What follows belongs to an exercise in optimizing a design on an open flow for small area, a short achievable clock period and few clock cycles; a production flow would make more cautious choices. Where RTL was checked, it was by simulation tests only, not by an equivalence proof against the original. Only the layout flow was run in run 2; the RTL was not checked for function there. No activity file was given, so power comes from the tool's default toggle rates.

==> design.v <==
module btc_framer (
    input  wire         clk,
    input  wire         rst,
    input  wire         cmd_valid,
    output wire         cmd_ready,
    input  wire         cmd_op,
    input  wire [7:0]   cmd_byte,
    output reg          pkt_valid,
    output reg          pkt_is_state,
    output reg  [143:0] pkt_data,
    output wire [6:0]   rb_cnt
);
    localparam C = 64;
    localparam S_IDLE = 1'b0;
    localparam S_SCAN = 1'b1;
    reg [8*C-1:0] rb;
    reg [6:0]     cnt;
    reg           state;
    reg [5:0]     idx;       
    assign cmd_ready = (state == S_IDLE);
    assign rb_cnt    = cnt;
    wire [8*C-1:0] win_full = rb >> {idx, 3'b000};
    wire [143:0]   win      = win_full[143:0];
    wire is_state_hdr = (win[8*0 +: 8] == 8'hAA) && (win[8*1 +: 8] == 8'h55);
    wire is_event_hdr = (win[8*0 +: 8] == 8'hBB) && (win[8*1 +: 8] == 8'h66);
    wire [6:0] remain = cnt - {1'b0, idx};
    reg [7:0] state_sum;
    integer k;
    always @(*) begin
        state_sum = 8'd0;
        for (k = 2; k <= 14; k = k + 1)
            state_sum = state_sum + win[8*k +: 8];
    end
    wire state_ok = is_state_hdr && (remain >= 7'd18) && (state_sum == win[8*15 +: 8]);
    wire event_ok = is_event_hdr && (remain >= 7'd4)  && (win[8*2 +: 8] == win[8*3 +: 8]);
    wire accept   = state_ok || event_ok;
    wire [6:0] consumed = {1'b0, idx} + (state_ok ? 7'd18 : 7'd4);
    wire last_pos = ({1'b0, idx} + 7'd2 >= cnt);
    always @(posedge clk) begin
        if (rst) begin
            state     <= S_IDLE;
            cnt       <= 7'd0;
            idx       <= 6'd0;
            pkt_valid <= 1'b0;
        end else begin
            pkt_valid <= 1'b0;
            case (state)
                S_IDLE: begin
                    if (cmd_valid) begin
                        if (cmd_op == 1'b0) begin
                            if (cnt == C) begin
                                rb <= {cmd_byte, rb[8*C-1:8]};
                            end else begin
                                rb[8*cnt[5:0] +: 8] <= cmd_byte;
                                cnt <= cnt + 7'd1;
                            end
                        end else begin
                            idx <= 6'd0;
                            if (cnt >= 7'd2)
                                state <= S_SCAN;
                        end
                    end
                end
                S_SCAN: begin
                    if (cnt < 7'd2) begin
                        state <= S_IDLE;
                    end else if (accept) begin
                        pkt_valid    <= 1'b1;
                        pkt_is_state <= state_ok;
                        pkt_data     <= state_ok ? win : {112'd0, win[31:0]};
                        rb           <= rb >> {consumed, 3'b000};
                        cnt          <= cnt - consumed;
                        idx          <= 6'd0;
                    end else if (last_pos) begin
                        state <= S_IDLE;
                    end else begin
                        idx <= idx + 6'd1;
                    end
                end
            endcase
        end
    end
endmodule
==> run.sh <==
#!/bin/bash
# synth_recipe.tcl (not shown) runs the flow's synth.tcl, then flattens the netlist and writes it again
# the make line also repeats each setting of config.mk as NAME=value (left out here)
make -C /OpenROAD-flow-scripts/flow DESIGN_CONFIG=/design/flow/config.mk WORK_HOME=/design/flow/orfs CLKGATE_MAP_FILE= SYNTH_SCRIPT=/design/flow/synth_recipe.tcl finish
==> config.mk <==
export PLATFORM = sky130hd
export DESIGN_NAME = btc_framer
export DESIGN_NICKNAME = btc_framer
export VERILOG_FILES = /design/flow/design.v
export SDC_FILE = /design/flow/constraint.sdc
export NUM_CORES = 4
export LEC_CHECK = 0
export CAP_MARGIN = 30
export CORE_MARGIN = 2
export CORE_UTILIZATION = 40
export SLEW_MARGIN = 20
==> constraint.sdc <==
create_clock -name core_clock -period 14.0 [get_ports {clk}]
set_input_delay 2.8000 -clock core_clock [delete_from_list [all_inputs] [get_ports {clk}]]
set_output_delay 2.8000 -clock core_clock [all_outputs]
set_load 0.01 [all_outputs]
==> flow_summary.ini, run 1 <==
[outcome]
status = no timing/DRC/antenna violations

[clocking]
clock_latency_ps = 830
numCtsBuffers = 94
cts_setup_buffers = 0
cts.clk_slew.worst_paths_ps = 60
ctsRootBufferMaster = clkbuf_16
cts_resized = 0
postCtsHoldBufs = 0
cts_tree = yes
clock_sinks = 672
cts_buffer_depth = 3
htree_num_levels = 3

[placed_design]
portBuffers = 165
dp_hpwl_um = 378200
gp_congestion = 1.080

[yosys]
synthArstFlopShare_pct = 0
post_synth.cell_area_avg_um2 = 8.563
synthFlopType = edfxtp_1
postSynthCellCount = 10910
yosys_register_bits = 672
synth-xor-area-share_pct = 0.5504
synth-simple-area-share_pct = 14.73
ys.warnings.count = 1
ys_types = 84
synth_edf_count = 657
ys_seq_area_share_pct = 21.44
synth_top_family_by_area = multiplexers
synth_compound_area_share_pct = 18.66
yosys-mux-area-fraction_pct = 36.87
synth.cell_area_um2 = 93430
synth_fa_ha_area_share_pct = 2.145

[timing]
drv_slew = 0
worst_pin_slew_ps = 1190
relSlewSlack_pct = 20.16
fin_worst_skew_ps = 49.16
fmaxAchievable_mhz = 76.67
whs_ps = 690.5
final_hold_viol_count = 0
setup_viol = 0
tns_ps = 0
min_period_ps = 13040
fin_crit_sh_pct = 93.16
rsz0062_at_grt = false

[worst_setup_path]
crit_type = flip-flop to flip-flop
critPathArrivalTime_ps = 13670
critical_path.startpoint_type = flip-flop
cpMostUsedCell = fa_1
slowest_stage = nand3_1
cp.required_ps = 14630
crit_path_max_incr_delay_ps = 900
crit_path_max_fanout = 39
cp-end-kind = flip-flop

[floorplanning]
start_util_pct = 40.18
die_area_um2 = 237500
die_y_um = 487.3
ios = 166
fp-row-count = 177
coreArea_um2 = 232500
dieWidth_um = 487.3

[power]
p_leak_nw = 38.08
ir_worst_vdd_uv = 105.9
power-per-cell-area_nw_per_um2 = 63.39
p_total_w = 0.006487

[route]
drt_iter0_markers = 16340
via_per_inst = 7.245
dr.pass1.iters = 7
num_vias = 98370
routedWlPerCell_um = 39.52
totalWireLength_um = 536600
drc = 0
detail-route-antenna-nets = 0

[global_routing]
grt.total_usage_pct = 43.66
grt_overflow = 0
antenna_found_initial = 41
grt_pass1_wl_um = 734700
grt_pass1_vias = 89650
grt_max_degree = 230

[final_layout]
num-nets-final = 10550
area_delta_synth_final_pct = 9.518
drive_gt1_share_pct = 16.76
fillerInstances = 22810
fin_util_pct = 44.01

[worst_hold_path]
worst_hold_path_type = flip-flop to flip-flop

[flow_run]
drv_cap = 0
-- flip-flops by register name (all words and copies together), names as in the netlist --
| name | flops |
|---|---|
| idx | 6 |
| pkt_is_state | 1 |
| state | 1 |
| rb | 512 |
| pkt_data | 144 |
| cnt | 7 |
| pkt_valid | 1 |
-- where the power goes --
group / leakage (nW) / switching, W / internal, W
clock network: 1.52 / 0.00115 / 0.00149
registers: 6.16 / 0.000166 / 0.00227
logic: 30.4 / 0.000832 / 0.000578
total: 38.1 / 0.00215 / 0.00434
-- worst paths after layout --
check | slack (ps) | cells after the start | from | to
max reg2reg | 960 | 36 | idx[1] | rb[231]
max | 960 | 36 | idx[1] | rb[231]
min reg2reg | 690 | 3 | cnt[6] | cnt[6]
min | 690 | 3 | cnt[6] | cnt[6]
-- layout make-up --
type	instances	area, um2	share of cell area (%)
inverter	76	324.1	0.3167
timing repair buffer	614	6205	6.064
multi-input combinational	8963	68670	67.11
clock buffer	112	2526	2.469
clock inverter	63	649.4	0.6346
sequential	672	20060	19.60
antenna	35	87.58	0.08559
tap	3043	3807	3.721
-- cells in the mapped netlist (all sizes together) (10+ instances only) --
| cell | n | area [um2] |
|---|---|---|
| a211o | 30 | 262.8 |
| a211oi | 140 | 1051 |
| a21boi | 31 | 232.7 |
| a21o | 15 | 112.6 |
| a21oi | 564 | 2830 |
| a221oi | 14 | 122.6 |
| a22o | 12 | 105.1 |
| a22oi | 66 | 495.5 |
| a311oi | 14 | 122.6 |
| a31oi | 40 | 250.2 |
| and2 | 46 | 287.8 |
| and3 | 23 | 143.9 |
| buf | 375 | 1856 |
| clkbuf | 826 | 3100 |
| dfxtp | 15 | 300.3 |
| edfxtp | 657 | 19730 |
| fa | 72 | 1441 |
| ha | 45 | 563.0 |
| inv | 75 | 281.5 |
| mux2 | 235 | 2650 |
| mux2i | 1304 | 13050 |
| mux4 | 827 | 18750 |
| nand2 | 2203 | 8269 |
| nand2b | 17 | 106.4 |
| nand3 | 80 | 400.4 |
| nor2 | 887 | 3332 |
| nor2b | 107 | 669.4 |
| nor3 | 60 | 300.3 |
| o211ai | 137 | 1028 |
| o21ai | 1273 | 6375 |
| o221a | 10 | 112.6 |
| o221ai | 49 | 429.2 |
| o22a | 29 | 254.0 |
| o22ai | 433 | 2709 |
| o31ai | 35 | 262.8 |
| o32a | 10 | 100.1 |
| xnor2 | 31 | 271.5 |
| xor2 | 20 | 175.2 |
-- cell families after synthesis --
| group | count (synthesis) |
|---|---|
| compound gates | 2967 |
| xor+xnor | 54 |
| fa+ha+maj | 117 |
| buf+inv | 1277 |
| flops | 672 |
| mux | 2366 |
| simple gates | 3459 |
-- worst max-delay path: cells and delay by family, from the launching register on --
| kind | cells | cell delay, ps |
|---|---|---|
| buf+inv | 6 | 1480 |
| fa+ha+maj | 8 | 3300 |
| mux | 3 | 790 |
| compound gates | 10 | 2820 |
| flops | 1 | 850 |
| xor+xnor | 2 | 870 |
| simple gates | 7 | 2690 |
-- stage by stage --
stage | cell area, um2 | std cells | setup WS (ps)
floorplan | 93910 | 10910 | -3490
global placement | 98340 | 13330 | 1454
detailed placement | 98810 | 13350 | 1551
CTS | 102000 | 13530 | 1482
global route | 102300 | 13550 | 911.9
finish | 102300 | 13580 | 957.0
-- metal layers --
layer | vias to the layer above | share of wire, % | GRT usage [%]
li1 | 40030 | - | -
met4 | 14 | 7.7 | 29.02
met2 | 7912 | 40 | 59.29
met3 | 1487 | 16 | 18.41
met5 | - | 0.017 | 0
met1 | 48930 | 37 | 56.01
-- placed cells by master, fill, tap and decap left out, drive strengths merged, types with 35 or more instances in the layout --
cell type,Yosys,routed
a211oi,140,140
nand3,80,80
buf,375,456
clkbuf,826,113
o21ai,1273,1273
ha,45,45
a22oi,66,66
o221ai,49,49
nor3,60,60
nor2,887,887
mux2,235,235
diode,0,35
inv,75,80
mux4,827,827
clkinv,1,36
mux2i,1304,1304
nor2b,107,107
a21oi,564,564
edfxtp,657,657
o22ai,433,433
fa,72,72
clkdlybuf4s50,0,157
and2,46,46
o31ai,35,35
nand2,2203,2203
a31oi,40,40
o211ai,137,137
Testbench counts, summed over its fixed seeds: cycles 61,764.
==> inputs of run 2 (changes only) <==
==> design.v (replaced) <==
module btc_framer (
    input  wire         clk,
    input  wire         rst,
    input  wire         cmd_valid,
    output wire         cmd_ready,
    input  wire         cmd_op,
    input  wire [7:0]   cmd_byte,
    output reg          pkt_valid,
    output reg          pkt_is_state,
    output wire [143:0] pkt_data,
    output wire [6:0]   rb_cnt
);
    localparam C = 64;
    reg [8*C-1:0] d;         
    reg [C-1:3]   flag;      
    reg [6:0]     cnt;
    reg           busy;      
    reg [7:0]     wsum;      
    reg [3:0]     ing;       
    reg [127:0]   pd;        
    assign cmd_ready = ~busy;
    assign rb_cnt    = cnt;
    assign pkt_data  = {pd, pkt_is_state ? 16'h55AA : 16'h66BB};
    wire ingest = cmd_valid & ~cmd_op & ~busy;
    wire drain  = cmd_valid &  cmd_op & ~busy;
    wire any = |flag;
    reg [5:0] s;
    integer j;
    always @(*) begin
        s = 6'd0;
        for (j = 3; j < C; j = j + 1)
            if (flag[j]) s = j;
    end
    wire [8*(C+17)-1:0] ext = {d, 136'd0};
    wire [8*(C+17)-1:0] ysh = ext >> {s, 3'b000};
    wire [143:0]        y   = ysh[143:0];
    wire                is_st = ~y[8*17+4];    
    wire [127:0] pwin;
    genvar g;
    generate
        for (g = 2; g < 18; g = g + 1) begin : gp
            if (g < 4)
                assign pwin[8*(g-2) +: 8] = y[8*(17-g) +: 8];
            else
                assign pwin[8*(g-2) +: 8] = y[8*(17-g) +: 8] & {8{is_st}};
        end
    endgenerate
    wire [6:0]  newcnt = {1'b0, s} - (is_st ? 7'd17 : 7'd3);
    wire [63:0] therm  = (64'd1 << s) - 64'd1;               
    wire [63:0] keep   = is_st ? (therm >> 17) : (therm >> 3);
    wire [C-1:3] flag_left = flag & keep[C-1:3];
    wire ev_ok = (d[8*2 +: 8] == 8'hBB) && (d[8*1 +: 8] == 8'h66) &&
                 (d[8*0 +: 8] == cmd_byte) && (cnt >= 7'd3);
    wire st_ok = (d[8*16 +: 8] == 8'hAA) && (d[8*15 +: 8] == 8'h55) &&
                 (wsum == d[8*1 +: 8]) && (cnt >= 7'd17);
    wire [C-1:3] flag_sh;
    generate
        for (g = 3; g < C; g = g + 1) begin : gf
            if (g == 3)
                assign flag_sh[g] = ev_ok;
            else if (g == 17)
                assign flag_sh[g] = flag[g-1] | st_ok;
            else
                assign flag_sh[g] = flag[g-1];
        end
    endgenerate
    wire dispatch = (drain | busy) & any;
    always @(posedge clk) begin
        pd           <= pwin;
        pkt_is_state <= is_st;
        if (ingest)
            d <= {d[8*C-9:0], cmd_byte};
        if (rst) begin
            cnt       <= 7'd0;
            flag      <= {(C-3){1'b0}};
            busy      <= 1'b0;
            pkt_valid <= 1'b0;
            wsum      <= 8'd0;
            ing       <= 4'd0;
        end else begin
            pkt_valid <= dispatch;
            if (ingest) begin
                flag <= flag_sh;
                if (cnt != C) cnt <= cnt + 7'd1;
                wsum <= wsum + ((ing > 4'd1) ? d[8*1 +: 8] : 8'd0)
                             - ((ing == 4'd15) ? d[8*14 +: 8] : 8'd0);
                if (ing != 4'd15) ing <= ing + 4'd1;
            end else if (dispatch) begin
                flag <= flag_left;
                cnt  <= newcnt;
                busy <= |flag_left;
            end
        end
    end
endmodule
==> flow_summary.ini, run 2 <==
[placed_design]
portBuffers = 155
placed_cell_area_um2 = 48350
gp_congestion = 0.9537
dp_cells = 6292
pre_cts_ws_ps = 6908
dp_hpwl_um = 108400

[clocking]
cts_tree = yes
cts.clk_slew.worst_paths_ps = 60
cts_resized = 0
cts_setup_buffers = 0
htree_num_levels = 3
cts_buffer_depth = 3
numCtsBuffers = 81
ctsRootBufferMaster = clkbuf_16
postCtsHoldBufs = 0
clock_sinks = 709
clock_latency_ps = 680

[floorplanning]
ios = 166
dieWidth_um = 343.1
die_area_um2 = 117700
coreArea_um2 = 114200
fp-row-count = 124
start_util_pct = 40.29
die_y_um = 343.1

[timing]
tns_ps = 0
fin_worst_skew_ps = 45.54
worst_pin_slew_ps = 1081
worst_slack_ps = 6739
whs_ps = 454.5
fin_crit_sh_pct = 51.86
fmaxAchievable_mhz = 137.7
rsz0062_at_grt = false
setup_viol = 0
relSlewSlack_pct = 27.91
drv_slew = 0
final_hold_viol_count = 0
min_period_ps = 7261

[global_routing]
grt_pass1_wl_um = 236900
grt_max_degree = 163
groute.layer.met1.usage_pct = 38.72
use_met2_pct = 38.89
grt.total_usage_pct = 26.06
grt_pass1_vias = 36500
top_usage_layer = met2
antenna_found_initial = 7
use_met3_pct = 3.252
grt_overflow = 0

[worst_setup_path]
critPathArrivalTime_ps = 7830
r2r_cells = 20
cp.required_ps = 14570
reg2reg_to = cnt[5]
critical_path.startpoint_type = flip-flop
cp-end-kind = flip-flop
crit_type = flip-flop to flip-flop
crit_path_max_fanout = 63
r2r_setup_slack_ps = 6740
r2r-start = flag[3]

[yosys]
yosys-top-cells-area = edfxtp_1, mux2i_1, dfxtp_1
synthArstFlopShare_pct = 0
yosys-top-cells-count = nand2_1, mux2i_1, edfxtp_1
ys_seq_area_share_pct = 41.69
postSynthCellCount = 4991
synth_edf_count = 498
ys_types = 90
synth.cell_area_um2 = 46010
post_synth.cell_area_avg_um2 = 9.218
synth_area_leader_cell = edfxtp_1
yosys_register_bits = 709
ys.warnings.count = 1
synth_most_common_cell = nand2_1
synthFlopType = edfxtp_1
synth_top_area_share_pct = 32.50

[power]
ir_worst_vdd_uv = 78.54
p_leak_nw = 18.42
power-per-cell-area_nw_per_um2 = 96.14

[worst_hold_path]
worst_hold_path_type = flip-flop to flip-flop
hp-start = d[393]
min_path_cells = 0
timing.hold.worst_endpoint = d[401]

[final_layout]
final_common_cell = nand2_1
largest_reg_flops = 498
final_cell_mix = nand2_1, mux2i_1, edfxtp_1
reg_top3 = d (498), pd (128), flag (61)
area_delta_synth_final_pct = 11.41
fillerInstances = 11070
num-nets-final = 4903
layout.cells.non_filler = 6449
regMostFlops = d
stdcell_area_um2 = 51260
drive_gt1_share_pct = 6.039

[route]
via_per_inst = 6.068
totalWireLength_um = 157500
dr.pass1.iters = 8
drt_iter0_markers = 4591
detail-route-antenna-nets = 0
num_vias = 39130
routedWlPerCell_um = 24.42
drc = 0

[outcome]
status = no timing/DRC/antenna violations

[flow_run]
drv_cap = 0
run 2: layout make-up:
class / count / area, um2 / share of cell area (%)
clock inverter: 44 / 464.2 / 0.9057
tap: 1512 / 1892 / 3.691
inverter: 52 / 217.7 / 0.4248
multi-input combinational: 3793 / 24890 / 48.55
antenna: 2 / 5.005 / 0.009764
sequential: 709 / 19180 / 37.42
clock buffer: 107 / 2352 / 4.589
timing repair buffer: 230 / 2260 / 4.409
run 2: worst max-delay path by stage:
stage	depth (start not counted)	slack, ps	end	start
6_report	20	6740	cnt[5]	flag[3]
5_1_grt	20	6400	cnt[5]	flag[7]
4_1_cts	20	6880	cnt[5]	flag[3]
3_5_place_dp	20	6910	cnt[5]	flag[3]
3_3_place_gp	20	6950	cnt[5]	flag[3]
2_1_floorplan	6	3240	wsum[7]	cmd_op
run 2: logic make-up (layout without fill, tap and decap cells):
kind of cell | count (synthesis) | after routing | synth area share (%)
other | 2 | 12 | 0.01632
AND/OR/NAND/NOR | 1699 | 1699 | 15.26
buffers and inverters | 497 | 433 | 4.474
AO/OA/AOI/OAI | 1048 | 1048 | 15.02
multiplexers | 981 | 981 | 22.17
adder cells (fa/ha/maj) | 24 | 24 | 0.7832
XOR/XNOR | 31 | 31 | 0.5901
flip-flops | 709 | 709 | 41.69
run 2: per-stage QoR:
step,total power (W),utilization [%]
4_1_cts,0.004964,44.81
6_report,0.004927,44.89
2_1_floorplan,0.002636,-
5_1_grt,0.005093,44.88
3_5_place_dp,0.002718,42.34
3_3_place_gp,0.002714,42.31
run 2: worst max-delay path: stages, from the launching register on:
cell and delay, ps:
dfxtp_1 430, inv_1 110, o31a_1 310, o211ai_1 260
nand4_1 240, a31oi_4 230, buf_4 680, buf_4 860
mux2i_1 270, mux4_2 570, nor3_4 200, nor4b_4 110
a21oi_4 600, inv_2 610, ha_1 470, a211oi_1 310
nand2_1 90, a21oi_1 230, xnor2_1 150, o32ai_1 110
a211oi_1 250
run 2: power breakdown:
part | internal (W) | total [W] | switching [W]
clock | 0.00131 | 0.00225 | 0.000940
sequential | 0.00231 | 0.00237 | 0.0000581
combinational | 0.000113 | 0.000310 | 0.000197
total | 0.00373 | 0.00493 | 0.00120
run 2: per-layer routing:
metal / vias to the layer above / part of all wire, %
met4: 2 / 3.4
met5: - / 0.0083
li1: 18100 / -
met3: 258 / 7.5
met2: 1751 / 43
met1: 19020 / 46

-- afterwards: timing with drivers on the ports --
The results above use ideal ports. As a check the final layouts listed here were re-extracted and re-timed, cells and wires unchanged.
Step 1, drivers: a clkbuf_16 drives clk and a buf_2 each remaining input, both assumed.
Step 2 moves the port delays by t, midway between the first and last clock arrival at a register: inputs arrive t later, outputs are due t later. That takes back most of the time a late clock gives input paths.
a / b / c = ideal ports / drivers / drivers and shift; a / b = the first two.
| run | shift t [ns] | setup slack, ns | hold slack, ns | cell pins on the clock port's net |
|---|---|---|---|---|
| run 1 | 0.896 | 0.957 / 0.957 / 0.957 | 0.691 / 0.691 / 0.691 | 1 |
| run 2 | 0.734 | 6.739 / 6.739 / 6.739 | 0.454 / 0.454 / 0.454 | 1 |
After both steps every run listed still meets setup and hold.
